What follows belongs to an exercise in optimizing a design on an open flow for small area, a short achievable clock period and few clock cycles; a production flow would make more cautious choices. At most, simulation tests tie the RTL to the original design; equivalence was not proved. Power and IR drop assume default switching activity.

==> nickel <==
==> flow/design.v <==
module bhx_sixbit (
    input  wire [7:0] c,         
    input  wire       zero,      
    input  wire [1:0] ph,        
    input  wire [5:0] lo,        
    output reg        alpha,     
    output reg        ws,        
    output wire [5:0] val,       
    output reg  [7:0] byte_o     
);
    reg [5:0] v;
    always @(*) begin
        ws    = 1'b0;
        alpha = 1'b1;
        v     = 6'd0;
        case (c)
            8'h09, 8'h0A, 8'h0B, 8'h0C, 8'h0D, 8'h20: begin ws = 1'b1; alpha = 1'b0; end
            8'h21: v = 6'd0;   8'h22: v = 6'd1;   8'h23: v = 6'd2;   8'h24: v = 6'd3;
            8'h25: v = 6'd4;   8'h26: v = 6'd5;   8'h27: v = 6'd6;   8'h28: v = 6'd7;
            8'h29: v = 6'd8;   8'h2A: v = 6'd9;   8'h2B: v = 6'd10;  8'h2C: v = 6'd11;
            8'h2D: v = 6'd12;  8'h30: v = 6'd13;  8'h31: v = 6'd14;  8'h32: v = 6'd15;
            8'h33: v = 6'd16;  8'h34: v = 6'd17;  8'h35: v = 6'd18;  8'h36: v = 6'd19;
            8'h38: v = 6'd20;  8'h39: v = 6'd21;  8'h40: v = 6'd22;  8'h41: v = 6'd23;
            8'h42: v = 6'd24;  8'h43: v = 6'd25;  8'h44: v = 6'd26;  8'h45: v = 6'd27;
            8'h46: v = 6'd28;  8'h47: v = 6'd29;  8'h48: v = 6'd30;  8'h49: v = 6'd31;
            8'h4A: v = 6'd32;  8'h4B: v = 6'd33;  8'h4C: v = 6'd34;  8'h4D: v = 6'd35;
            8'h4E: v = 6'd36;  8'h50: v = 6'd37;  8'h51: v = 6'd38;  8'h52: v = 6'd39;
            8'h53: v = 6'd40;  8'h54: v = 6'd41;  8'h55: v = 6'd42;  8'h56: v = 6'd43;
            8'h58: v = 6'd44;  8'h59: v = 6'd45;  8'h5A: v = 6'd46;  8'h5B: v = 6'd47;
            8'h60: v = 6'd48;  8'h61: v = 6'd49;  8'h62: v = 6'd50;  8'h63: v = 6'd51;
            8'h64: v = 6'd52;  8'h65: v = 6'd53;  8'h66: v = 6'd54;  8'h68: v = 6'd55;
            8'h69: v = 6'd56;  8'h6A: v = 6'd57;  8'h6B: v = 6'd58;  8'h6C: v = 6'd59;
            8'h6D: v = 6'd60;  8'h70: v = 6'd61;  8'h71: v = 6'd62;  8'h72: v = 6'd63;
            default: alpha = 1'b0;
        endcase
    end
    assign val = zero ? 6'd0 : v;
    always @(*) begin
        case (ph)
            2'd1:    byte_o = {lo, val[5:4]};
            2'd2:    byte_o = {lo[3:0], val[5:2]};
            default: byte_o = {lo[1:0], val};
        endcase
    end
endmodule
module bhx_rle (
    input  wire       clk,
    input  wire       clear,     
    input  wire       en,        
    input  wire       tv,        
    input  wire [7:0] td,        
    input  wire       t_esc,     
    input  wire       t_small,   
    input  wire       full,      
    input  wire       o_free,    
    input  wire       src_done,  
    output reg        take,      
    output reg        emit,      
    output reg  [1:0] osel,      
    output reg        tinc1,     
    output reg        tinc2,     
    output reg        dec1,      
    output reg        dec2,      
    output reg        err,
    output reg  [4:0] ecode,
    output wire       busy       
);
    localparam ST_TOK = 2'd0;
    localparam ST_CNT = 2'd1;
    localparam ST_RUN = 2'd2;
    localparam E_MALFORMED = 5'h04;
    localparam E_TRUNC     = 5'h05;
    localparam E_CAP       = 5'h12;
    reg [1:0] st;
    reg       hp;        
    assign busy = (st != ST_TOK);
    reg [1:0] st_n;
    reg       hp_n;
    wire n0 = t_small && (td[1:0] == 2'd0);
    wire n1 = t_small && (td[1:0] == 2'd1);
    wire n2 = t_small && (td[1:0] == 2'd2);
    always @(*) begin
        take  = 1'b0;
        emit  = 1'b0;
        osel  = 2'd0;
        tinc1 = 1'b0;
        tinc2 = 1'b0;
        err   = 1'b0;
        ecode = E_CAP;
        st_n  = st;
        hp_n  = hp;
        dec1  = 1'b0;
        dec2  = 1'b0;
        case (st)
            ST_TOK: if (tv) begin
                if (t_esc) begin
                    take = 1'b1; st_n = ST_CNT;
                end else if (full) begin
                    take = 1'b1; err = 1'b1;
                end else if (o_free) begin
                    take = 1'b1; emit = 1'b1; osel = 2'd0; tinc1 = 1'b1; hp_n = 1'b1;
                end
            end
            ST_CNT: if (tv) begin
                if (n0) begin
                    if (full) begin
                        take = 1'b1; err = 1'b1;
                    end else if (o_free) begin
                        take = 1'b1; emit = 1'b1; osel = 2'd1; tinc2 = 1'b1;
                        hp_n = 1'b1; st_n = ST_TOK;
                    end
                end else if (!hp) begin
                    take = 1'b1; err = 1'b1; ecode = E_MALFORMED;
                end else if (n1) begin
                    take = 1'b1; tinc2 = 1'b1; st_n = ST_TOK;
                end else if (full) begin
                    take = 1'b1; err = 1'b1;
                end else if (o_free) begin
                    emit = 1'b1; osel = 2'd2;
                    if (n2) begin
                        take = 1'b1; tinc2 = 1'b1; st_n = ST_TOK;
                    end else begin
                        dec2 = 1'b1; st_n = ST_RUN;
                    end
                end
            end else if (src_done) begin
                err = 1'b1; ecode = E_TRUNC;
            end
            default: begin
                if (full) begin
                    err = 1'b1;
                end else if (o_free) begin
                    emit = 1'b1; osel = 2'd2;
                    if (td == 8'd1) begin
                        take = 1'b1; tinc2 = 1'b1; st_n = ST_TOK;
                    end else begin
                        dec1 = 1'b1;
                    end
                end
            end
        endcase
        if (!en) begin
            take = 1'b0; emit = 1'b0; tinc1 = 1'b0; tinc2 = 1'b0; err = 1'b0;
            dec1 = 1'b0; dec2 = 1'b0;
        end
    end
    always @(posedge clk) begin
        if (clear) begin
            st <= ST_TOK;
            hp <= 1'b0;
        end else if (en) begin
            st <= st_n;
            hp <= hp_n;
        end
    end
endmodule
module bhx_stream (
    input  wire        clk,
    input  wire        rst,
    input  wire        start,
    input  wire [2:0]  op,
    input  wire [23:0] len,
    input  wire [23:0] base,
    input  wire [23:0] cap,
    output wire        busy,
    input  wire        in_valid,
    input  wire [7:0]  in_data,
    output wire        in_ready,
    output wire        out_valid,
    output wire [7:0]  out_data,
    input  wire        out_ready,
    output reg         done,
    output reg  [4:0]  err_code,
    output wire [2:0]  err_stage,
    output reg  [23:0] err_pos,
    output wire [7:0]  err_detail,
    output reg  [23:0] out_len
);
    localparam E_INVCHAR = 5'h03;
    localparam E_BADCMD  = 5'h10;
    localparam E_BADLEN  = 5'h11;
    reg        run;
    reg        six;       
    reg        rle;       
    reg        ir;        
    reg [22:0] rem;       
    reg        in_end;    
    reg        iv0;       
    reg [7:0]  id0;
    reg [23:0] ipos;      
    reg [23:0] capl;      
    reg        full;      
    reg [2:0]  kc;        
    reg [5:0]  lo;        
    reg        tv, tv1;   
    reg [7:0]  td;        
    reg [7:0]  td1;
    reg        t_esc;     
    reg        t_small;   
    reg        ov;        
    reg [7:0]  od;        
    wire sx_err  = err_code[1] & err_code[0];
    wire any_err = err_code[1] | err_code[2];
    wire accept  = start && !run;
    wire take    = in_valid && ir;
    wire room    = !ov || out_ready;     
    wire ph0     = (kc[1:0] == 2'd0);
    wire in_done = in_end && !iv0;       
    wire       flush = six && in_done && (kc != 3'd0) && !sx_err;
    wire       is_alpha, is_ws;
    wire [5:0] sx_val;
    wire [7:0] sx_byte;
    bhx_sixbit u_six (
        .c      (id0),
        .zero   (in_done),
        .ph     (kc[1:0]),
        .lo     (lo),
        .alpha  (is_alpha),
        .ws     (is_ws),
        .val    (sx_val),
        .byte_o (sx_byte)
    );
    wire       rl_take, rl_emit, rl_tinc1, rl_tinc2, rl_ev, rl_st, rl_dec1, rl_dec2;
    wire [1:0] rl_osel;
    wire [4:0] rl_code;
    wire       src_done = in_done && (!six || kc == 3'd0);
    wire       rl_en    = run && rle && !any_err;
    bhx_rle u_rle (
        .clk      (clk),
        .clear    (accept),
        .en       (rl_en),
        .tv       (tv),
        .td       (td),
        .t_esc    (t_esc),
        .t_small  (t_small),
        .full     (full),
        .o_free   (room),
        .src_done (src_done),
        .take     (rl_take),
        .emit     (rl_emit),
        .osel     (rl_osel),
        .tinc1    (rl_tinc1),
        .tinc2    (rl_tinc2),
        .dec1     (rl_dec1),
        .dec2     (rl_dec2),
        .err      (rl_ev),
        .ecode    (rl_code),
        .busy     (rl_st)
    );
    wire emit   = rle ? rl_emit : (tv && room && !sx_err);
    wire t_pop  = tv && (any_err || (rle ? rl_take : room));
    wire t_free = !tv1;                  
    wire i_pop    = iv0 && (sx_err || t_free || (six && ph0));
    wire ch_take  = i_pop && six && !sx_err;
    wire ch_alpha = ch_take && is_alpha;
    wire ch_bad   = ch_take && !is_alpha && !is_ws;
    wire fl_step  = flush && (ph0 || t_free);
    wire sx_adv   = ch_alpha || fl_step;
    wire push     = six ? (sx_adv && !ph0) : i_pop;    
    wire [7:0] nt = six ? sx_byte : id0;
    wire       in_end_n = take ? (rem == 23'd1) : in_end;
    wire       iv0_n    = take || (iv0 && !i_pop);
    wire       t_shift  = (t_pop && tv1) || (!tv1 && tv && !t_pop);
    wire       tv1_n    = !ch_bad && (t_shift ? push : tv1);
    wire [2:0] kc_n     = sx_adv ? kc + 3'd1 : kc;
    wire       ir_n     = !in_end_n &&
                          (!iv0_n || sx_err || ch_bad || !tv1_n || (six && kc_n[1:0] == 2'd0));
    reg [7:0] nb;
    always @(*) begin
        case (rle ? rl_osel : 2'd0)
            2'd0:    nb = td;
            2'd1:    nb = 8'h90;
            default: nb = od;
        endcase
    end
    wire [22:0] tpos_up = err_pos[23:1] + 23'd1;
    wire finish = run && in_done &&
                  (any_err || (src_done && !tv && !(rle && rl_st) && room));
    assign busy       = run;
    assign in_ready   = ir;
    assign out_valid  = ov;
    assign out_data   = od;
    assign err_detail = td;
    assign err_stage  = (err_code == E_INVCHAR) ? 3'd2 :
                        (err_code[2] || (err_code[4] && err_code[1])) ? 3'd3 : 3'd0;
    always @(posedge clk) begin
        if (rst) begin
            run  <= 1'b0;
            done <= 1'b0;
            ir   <= 1'b0;
            ov   <= 1'b0;
        end else if (accept) begin
            six        <= op[0];
            rle        <= op[1];
            rem        <= len[22:0];
            in_end     <= (len == 24'd0);
            ipos       <= base;
            capl       <= cap;
            full       <= (cap == 24'd0);
            kc         <= 3'd0;
            iv0        <= 1'b0;
            tv         <= 1'b0;
            tv1        <= 1'b0;
            ov         <= 1'b0;
            out_len    <= 24'd0;
            err_pos    <= 24'd0;
            err_code   <= 5'd0;
            td         <= 8'd0;
            ir         <= 1'b0;
            if (op == 3'd0 || op > 3'd3) begin
                done     <= 1'b1;
                err_code <= E_BADCMD;
                td       <= {5'd0, op};
            end else if (len > 24'h40_0000) begin
                done     <= 1'b1;
                err_code <= E_BADLEN;
                err_pos  <= len;
            end else begin
                done <= 1'b0;
                run  <= 1'b1;
                ir   <= (len != 24'd0);
            end
        end else if (run) begin
            ir <= ir_n;
            if (take) begin
                rem    <= rem - 23'd1;
                in_end <= (rem == 23'd1);
            end
            if (i_pop)
                ipos <= ipos + 24'd1;
            iv0 <= iv0_n;
            if (take)
                id0 <= in_data;
            if (sx_adv) begin
                kc <= kc + 3'd1;
                lo <= sx_val;
            end
            if (t_pop && tv1) begin
                tv      <= 1'b1;
                td      <= td1;
                t_esc   <= (td1 == 8'h90);
                t_small <= (td1[7:2] == 6'd0);
            end else if (t_pop || !tv) begin
                tv <= push;
                if (push) begin
                    td      <= nt;
                    t_esc   <= (nt == 8'h90);
                    t_small <= (nt[7:2] == 6'd0);
                end
            end else if (rl_dec1 | rl_dec2) begin
                td <= td - {6'd0, rl_dec2, rl_dec1};
            end
            if (t_shift) begin
                tv1 <= push;
                if (push) begin
                    td1      <= nt;
                end
            end
            if (room)
                ov <= emit;
            if (emit)
                od <= nb;
            if (emit) begin
                out_len <= out_len + 24'd1;
                capl    <= capl - 24'd1;
                full    <= (capl == 24'd1);
            end
            if (ch_bad) begin
                err_code <= E_INVCHAR;
                err_pos  <= ipos;
                td       <= id0;
                tv       <= 1'b0;
                tv1      <= 1'b0;
            end else if (rl_ev) begin
                err_code <= rl_code;
            end else if (rl_tinc1 | rl_tinc2) begin
                err_pos <= {(rl_tinc2 | err_pos[0]) ? tpos_up : err_pos[23:1], err_pos[0] ^ rl_tinc1};
            end
            if (finish) begin
                run  <= 1'b0;
                done <= 1'b1;
                ir   <= 1'b0;
                ov   <= 1'b0;
                    if (!any_err)
                    err_pos <= 24'd0;
                else
                    out_len <= 24'd0;
                if (!sx_err)
                    td <= 8'd0;
            end
        end
    end
endmodule
==> flow/flow/run.sh <==
#!/bin/bash
# Standard layout, with every input and output port buffered by the
# platform's smallest buffer (buf_1) instead of the default delay-cell buffer.
set -euo pipefail
export BUFFER_PORTS_ARGS="-buffer_cell sky130_fd_sc_hd__buf_1"
bash standard.sh > flow.log 2>&1
==> flow/standard.sh <==
#!/bin/bash
# synth_recipe.tcl (not shown) runs the flow's synth.tcl, then flattens the netlist and writes it again
# the make line also repeats each setting of config.mk as NAME=value (left out here)
make -C /OpenROAD-flow-scripts/flow DESIGN_CONFIG=/design/flow/config.mk WORK_HOME=/design/flow/orfs CLKGATE_MAP_FILE= SYNTH_SCRIPT=/design/flow/synth_recipe.tcl "${@:-finish}"
==> flow/config.mk <==
export PLATFORM = sky130hd
export DESIGN_NAME = bhx_stream
export DESIGN_NICKNAME = bhx_stream
export VERILOG_FILES = /design/flow/design.v
export SDC_FILE = /design/flow/constraint.sdc
export NUM_CORES = 4
export LEC_CHECK = 0
export ABC_CLOCK_PERIOD_IN_PS = 2500
export CAP_MARGIN = 20
export CORE_MARGIN = 2
export CORE_UTILIZATION = 40
export PLACE_DENSITY = 0.6
export SETUP_SLACK_MARGIN = 2.3
export SLEW_MARGIN = 20
==> flow/constraint.sdc <==
create_clock -name core_clock -period 5.0 [get_ports {clk}]
set_input_delay 1.0000 -clock core_clock [delete_from_list [all_inputs] [get_ports {clk}]]
set_output_delay 1.0000 -clock core_clock [all_outputs]
set_load 0.01 [all_outputs]
==> ember (differences from nickel) <==
--- a/flow/design.v
+++ b/flow/design.v
@@ -61,4 +61,2 @@
     output reg        tinc2,     
-    output reg        dec1,      
-    output reg        dec2,      
     output reg        err,
@@ -75,2 +73,3 @@
     reg       hp;        
+    reg [7:0] cnt;       
     assign busy = (st != ST_TOK);
@@ -78,2 +77,3 @@
     reg       hp_n;
+    reg [7:0] cnt_n;
     wire n0 = t_small && (td[1:0] == 2'd0);
@@ -91,4 +91,3 @@
         hp_n  = hp;
-        dec1  = 1'b0;
-        dec2  = 1'b0;
+        cnt_n = td - 8'd2;
         case (st)
@@ -118,7 +117,7 @@
                 end else if (o_free) begin
-                    emit = 1'b1; osel = 2'd2;
+                    take = 1'b1; emit = 1'b1; osel = 2'd2;
                     if (n2) begin
-                        take = 1'b1; tinc2 = 1'b1; st_n = ST_TOK;
+                        tinc2 = 1'b1; st_n = ST_TOK;
                     end else begin
-                        dec2 = 1'b1; st_n = ST_RUN;
+                        st_n = ST_RUN;
                     end
@@ -129,2 +128,3 @@
             default: begin
+                cnt_n = cnt - 8'd1;
                 if (full) begin
@@ -133,6 +133,4 @@
                     emit = 1'b1; osel = 2'd2;
-                    if (td == 8'd1) begin
-                        take = 1'b1; tinc2 = 1'b1; st_n = ST_TOK;
-                    end else begin
-                        dec1 = 1'b1;
+                    if (cnt == 8'd1) begin
+                        tinc2 = 1'b1; st_n = ST_TOK;
                     end
@@ -143,3 +141,2 @@
             take = 1'b0; emit = 1'b0; tinc1 = 1'b0; tinc2 = 1'b0; err = 1'b0;
-            dec1 = 1'b0; dec2 = 1'b0;
         end
@@ -153,2 +150,4 @@
             hp <= hp_n;
+            if (st == ST_RUN ? emit : take)
+                cnt <= cnt_n;
         end
@@ -197,4 +196,4 @@
     reg [7:0]  td1;
-    reg        t_esc;     
-    reg        t_small;   
+    reg        t_esc, t_esc1;       
+    reg        t_small, t_small1;   
     reg        ov;        
@@ -222,3 +221,3 @@
     );
-    wire       rl_take, rl_emit, rl_tinc1, rl_tinc2, rl_ev, rl_st, rl_dec1, rl_dec2;
+    wire       rl_take, rl_emit, rl_tinc1, rl_tinc2, rl_ev, rl_st;
     wire [1:0] rl_osel;
@@ -243,4 +242,2 @@
         .tinc2    (rl_tinc2),
-        .dec1     (rl_dec1),
-        .dec2     (rl_dec2),
         .err      (rl_ev),
@@ -283,4 +280,4 @@
     assign err_detail = td;
-    assign err_stage  = (err_code == E_INVCHAR) ? 3'd2 :
-                        (err_code[2] || (err_code[4] && err_code[1])) ? 3'd3 : 3'd0;
+    assign err_stage  = {1'b0, err_code[1] | err_code[2],
+                         err_code[2] | (err_code[4] & err_code[1])};
     always @(posedge clk) begin
@@ -340,4 +337,4 @@
                 td      <= td1;
-                t_esc   <= (td1 == 8'h90);
-                t_small <= (td1[7:2] == 6'd0);
+                t_esc   <= t_esc1;
+                t_small <= t_small1;
             end else if (t_pop || !tv) begin
@@ -349,4 +346,2 @@
                 end
-            end else if (rl_dec1 | rl_dec2) begin
-                td <= td - {6'd0, rl_dec2, rl_dec1};
             end
@@ -356,2 +351,4 @@
                     td1      <= nt;
+                    t_esc1   <= (nt == 8'h90);
+                    t_small1 <= (nt[7:2] == 6'd0);
                 end
Settings changed: CORE_UTILIZATION 40 to 70, PLACE_DENSITY 0.6 to 0.85.
==> pepper (differences from nickel) <==
--- a/flow/design.v
+++ b/flow/design.v
@@ -61,4 +61,2 @@
     output reg        tinc2,     
-    output reg        dec1,      
-    output reg        dec2,      
     output reg        err,
@@ -75,2 +73,3 @@
     reg       hp;        
+    reg [7:0] cnt;       
     assign busy = (st != ST_TOK);
@@ -78,2 +77,3 @@
     reg       hp_n;
+    reg [7:0] cnt_n;
     wire n0 = t_small && (td[1:0] == 2'd0);
@@ -91,4 +91,3 @@
         hp_n  = hp;
-        dec1  = 1'b0;
-        dec2  = 1'b0;
+        cnt_n = td - 8'd2;
         case (st)
@@ -118,7 +117,7 @@
                 end else if (o_free) begin
-                    emit = 1'b1; osel = 2'd2;
+                    take = 1'b1; emit = 1'b1; osel = 2'd2;
                     if (n2) begin
-                        take = 1'b1; tinc2 = 1'b1; st_n = ST_TOK;
+                        tinc2 = 1'b1; st_n = ST_TOK;
                     end else begin
-                        dec2 = 1'b1; st_n = ST_RUN;
+                        st_n = ST_RUN;
                     end
@@ -129,2 +128,3 @@
             default: begin
+                cnt_n = cnt - 8'd1;
                 if (full) begin
@@ -133,6 +133,4 @@
                     emit = 1'b1; osel = 2'd2;
-                    if (td == 8'd1) begin
-                        take = 1'b1; tinc2 = 1'b1; st_n = ST_TOK;
-                    end else begin
-                        dec1 = 1'b1;
+                    if (cnt == 8'd1) begin
+                        tinc2 = 1'b1; st_n = ST_TOK;
                     end
@@ -143,3 +141,2 @@
             take = 1'b0; emit = 1'b0; tinc1 = 1'b0; tinc2 = 1'b0; err = 1'b0;
-            dec1 = 1'b0; dec2 = 1'b0;
         end
@@ -153,2 +150,4 @@
             hp <= hp_n;
+            if (st == ST_RUN ? emit : take)
+                cnt <= cnt_n;
         end
@@ -197,4 +196,4 @@
     reg [7:0]  td1;
-    reg        t_esc;     
-    reg        t_small;   
+    reg        t_esc, t_esc1;       
+    reg        t_small, t_small1;   
     reg        ov;        
@@ -222,3 +221,3 @@
     );
-    wire       rl_take, rl_emit, rl_tinc1, rl_tinc2, rl_ev, rl_st, rl_dec1, rl_dec2;
+    wire       rl_take, rl_emit, rl_tinc1, rl_tinc2, rl_ev, rl_st;
     wire [1:0] rl_osel;
@@ -243,4 +242,2 @@
         .tinc2    (rl_tinc2),
-        .dec1     (rl_dec1),
-        .dec2     (rl_dec2),
         .err      (rl_ev),
@@ -275,3 +272,2 @@
     end
-    wire [22:0] tpos_up = err_pos[23:1] + 23'd1;
     wire finish = run && in_done &&
@@ -340,4 +336,4 @@
                 td      <= td1;
-                t_esc   <= (td1 == 8'h90);
-                t_small <= (td1[7:2] == 6'd0);
+                t_esc   <= t_esc1;
+                t_small <= t_small1;
             end else if (t_pop || !tv) begin
@@ -349,4 +345,2 @@
                 end
-            end else if (rl_dec1 | rl_dec2) begin
-                td <= td - {6'd0, rl_dec2, rl_dec1};
             end
@@ -356,2 +350,4 @@
                     td1      <= nt;
+                    t_esc1   <= (nt == 8'h90);
+                    t_small1 <= (nt[7:2] == 6'd0);
                 end
@@ -376,3 +372,3 @@
             end else if (rl_tinc1 | rl_tinc2) begin
-                err_pos <= {(rl_tinc2 | err_pos[0]) ? tpos_up : err_pos[23:1], err_pos[0] ^ rl_tinc1};
+                err_pos <= {err_pos[23:1] + {22'd0, rl_tinc2 | err_pos[0]}, err_pos[0] ^ rl_tinc1};
             end
Settings changed: ABC_CLOCK_PERIOD_IN_PS 2500 to 2300, SETUP_SLACK_MARGIN 2.3 to 2.5.
==> xenon (differences from nickel) <==
--- a/flow/design.v
+++ b/flow/design.v
@@ -61,4 +61,2 @@
     output reg        tinc2,     
-    output reg        dec1,      
-    output reg        dec2,      
     output reg        err,
@@ -75,2 +73,3 @@
     reg       hp;        
+    reg [7:0] cnt;       
     assign busy = (st != ST_TOK);
@@ -78,2 +77,3 @@
     reg       hp_n;
+    reg [7:0] cnt_n;
     wire n0 = t_small && (td[1:0] == 2'd0);
@@ -91,4 +91,3 @@
         hp_n  = hp;
-        dec1  = 1'b0;
-        dec2  = 1'b0;
+        cnt_n = td - 8'd2;
         case (st)
@@ -118,7 +117,7 @@
                 end else if (o_free) begin
-                    emit = 1'b1; osel = 2'd2;
+                    take = 1'b1; emit = 1'b1; osel = 2'd2;
                     if (n2) begin
-                        take = 1'b1; tinc2 = 1'b1; st_n = ST_TOK;
+                        tinc2 = 1'b1; st_n = ST_TOK;
                     end else begin
-                        dec2 = 1'b1; st_n = ST_RUN;
+                        st_n = ST_RUN;
                     end
@@ -129,2 +128,3 @@
             default: begin
+                cnt_n = cnt - 8'd1;
                 if (full) begin
@@ -133,6 +133,4 @@
                     emit = 1'b1; osel = 2'd2;
-                    if (td == 8'd1) begin
-                        take = 1'b1; tinc2 = 1'b1; st_n = ST_TOK;
-                    end else begin
-                        dec1 = 1'b1;
+                    if (cnt == 8'd1) begin
+                        tinc2 = 1'b1; st_n = ST_TOK;
                     end
@@ -143,3 +141,2 @@
             take = 1'b0; emit = 1'b0; tinc1 = 1'b0; tinc2 = 1'b0; err = 1'b0;
-            dec1 = 1'b0; dec2 = 1'b0;
         end
@@ -153,2 +150,4 @@
             hp <= hp_n;
+            if (st == ST_RUN ? emit : take)
+                cnt <= cnt_n;
         end
@@ -197,4 +196,4 @@
     reg [7:0]  td1;
-    reg        t_esc;     
-    reg        t_small;   
+    reg        t_esc, t_esc1;       
+    reg        t_small, t_small1;   
     reg        ov;        
@@ -222,3 +221,3 @@
     );
-    wire       rl_take, rl_emit, rl_tinc1, rl_tinc2, rl_ev, rl_st, rl_dec1, rl_dec2;
+    wire       rl_take, rl_emit, rl_tinc1, rl_tinc2, rl_ev, rl_st;
     wire [1:0] rl_osel;
@@ -243,4 +242,2 @@
         .tinc2    (rl_tinc2),
-        .dec1     (rl_dec1),
-        .dec2     (rl_dec2),
         .err      (rl_ev),
@@ -283,4 +280,4 @@
     assign err_detail = td;
-    assign err_stage  = (err_code == E_INVCHAR) ? 3'd2 :
-                        (err_code[2] || (err_code[4] && err_code[1])) ? 3'd3 : 3'd0;
+    assign err_stage  = {1'b0, err_code[1] | err_code[2],
+                         err_code[2] | (err_code[4] & err_code[1])};
     always @(posedge clk) begin
@@ -340,4 +337,4 @@
                 td      <= td1;
-                t_esc   <= (td1 == 8'h90);
-                t_small <= (td1[7:2] == 6'd0);
+                t_esc   <= t_esc1;
+                t_small <= t_small1;
             end else if (t_pop || !tv) begin
@@ -349,4 +346,2 @@
                 end
-            end else if (rl_dec1 | rl_dec2) begin
-                td <= td - {6'd0, rl_dec2, rl_dec1};
             end
@@ -356,2 +351,4 @@
                     td1      <= nt;
+                    t_esc1   <= (nt == 8'h90);
+                    t_small1 <= (nt[7:2] == 6'd0);
                 end
Settings changed: CORE_UTILIZATION 40 to 55, CTS_CLUSTER_DIAMETER from default to 100, CTS_CLUSTER_SIZE from default to 30, PLACE_DENSITY 0.6 to 0.75.
==> run notes <==
- Sequential power is about the same in xenon and pepper.
- Clock skew: ember is higher than nickel (1.9 ps).
- Hold slack: ember is worse than xenon (34 ps).
- Sequential share of layout area: ember is lower than xenon (0.33 points).
- Between pepper and ember, the lower setup slack is in pepper (gap 62 ps).
- In nickel the die area is larger than in xenon, by about 27%.
- Global-route usage: ember > xenon > nickel > pepper.
Testbench counts of ember, summed over its fixed seeds: cycles 137,032.
Testbench counts of xenon, summed over its fixed seeds: cycles 137,032.
No functional check of the RTL was part of nickel and pepper.

## re-timing with driven ports
The flow's constraints put no driver on any port. The routed layouts listed below were extracted and timed again, unchanged, in two steps. Step 1, drivers: a clkbuf_16 drives clk and a buf_2 each remaining input, both assumed. Step 2 times the ports against the registers' clock, not the clock port: input delays grow and output delays shrink by t, the midpoint of the rising clock arrivals with the driver on. a / b / c = ideal ports / drivers / drivers and shift; a / b = the first two.
run | t (ns) | slack for setup (ns) | worst register clock-pin slew, ns | worst slew at a driven data input, ns
nickel | 0.494 | 2.059 / 2.059 / 1.581 | 0.08 / 0.08 | 0.09
ember | 0.487 | 2.264 / 2.273 / 1.786 | 0.08 / 0.08 | 0.09
pepper | 0.490 | 2.203 / 2.199 / 1.708 | 0.08 / 0.08 | 0.08
xenon | 0.493 | 2.363 / 2.313 / 1.875 | 0.08 / 0.08 | 0.06
After both steps setup and hold are still met in every run listed. The setup slack of pepper, which loses most, moves by -0.004 ns with the drivers and by -0.495 ns with both steps.
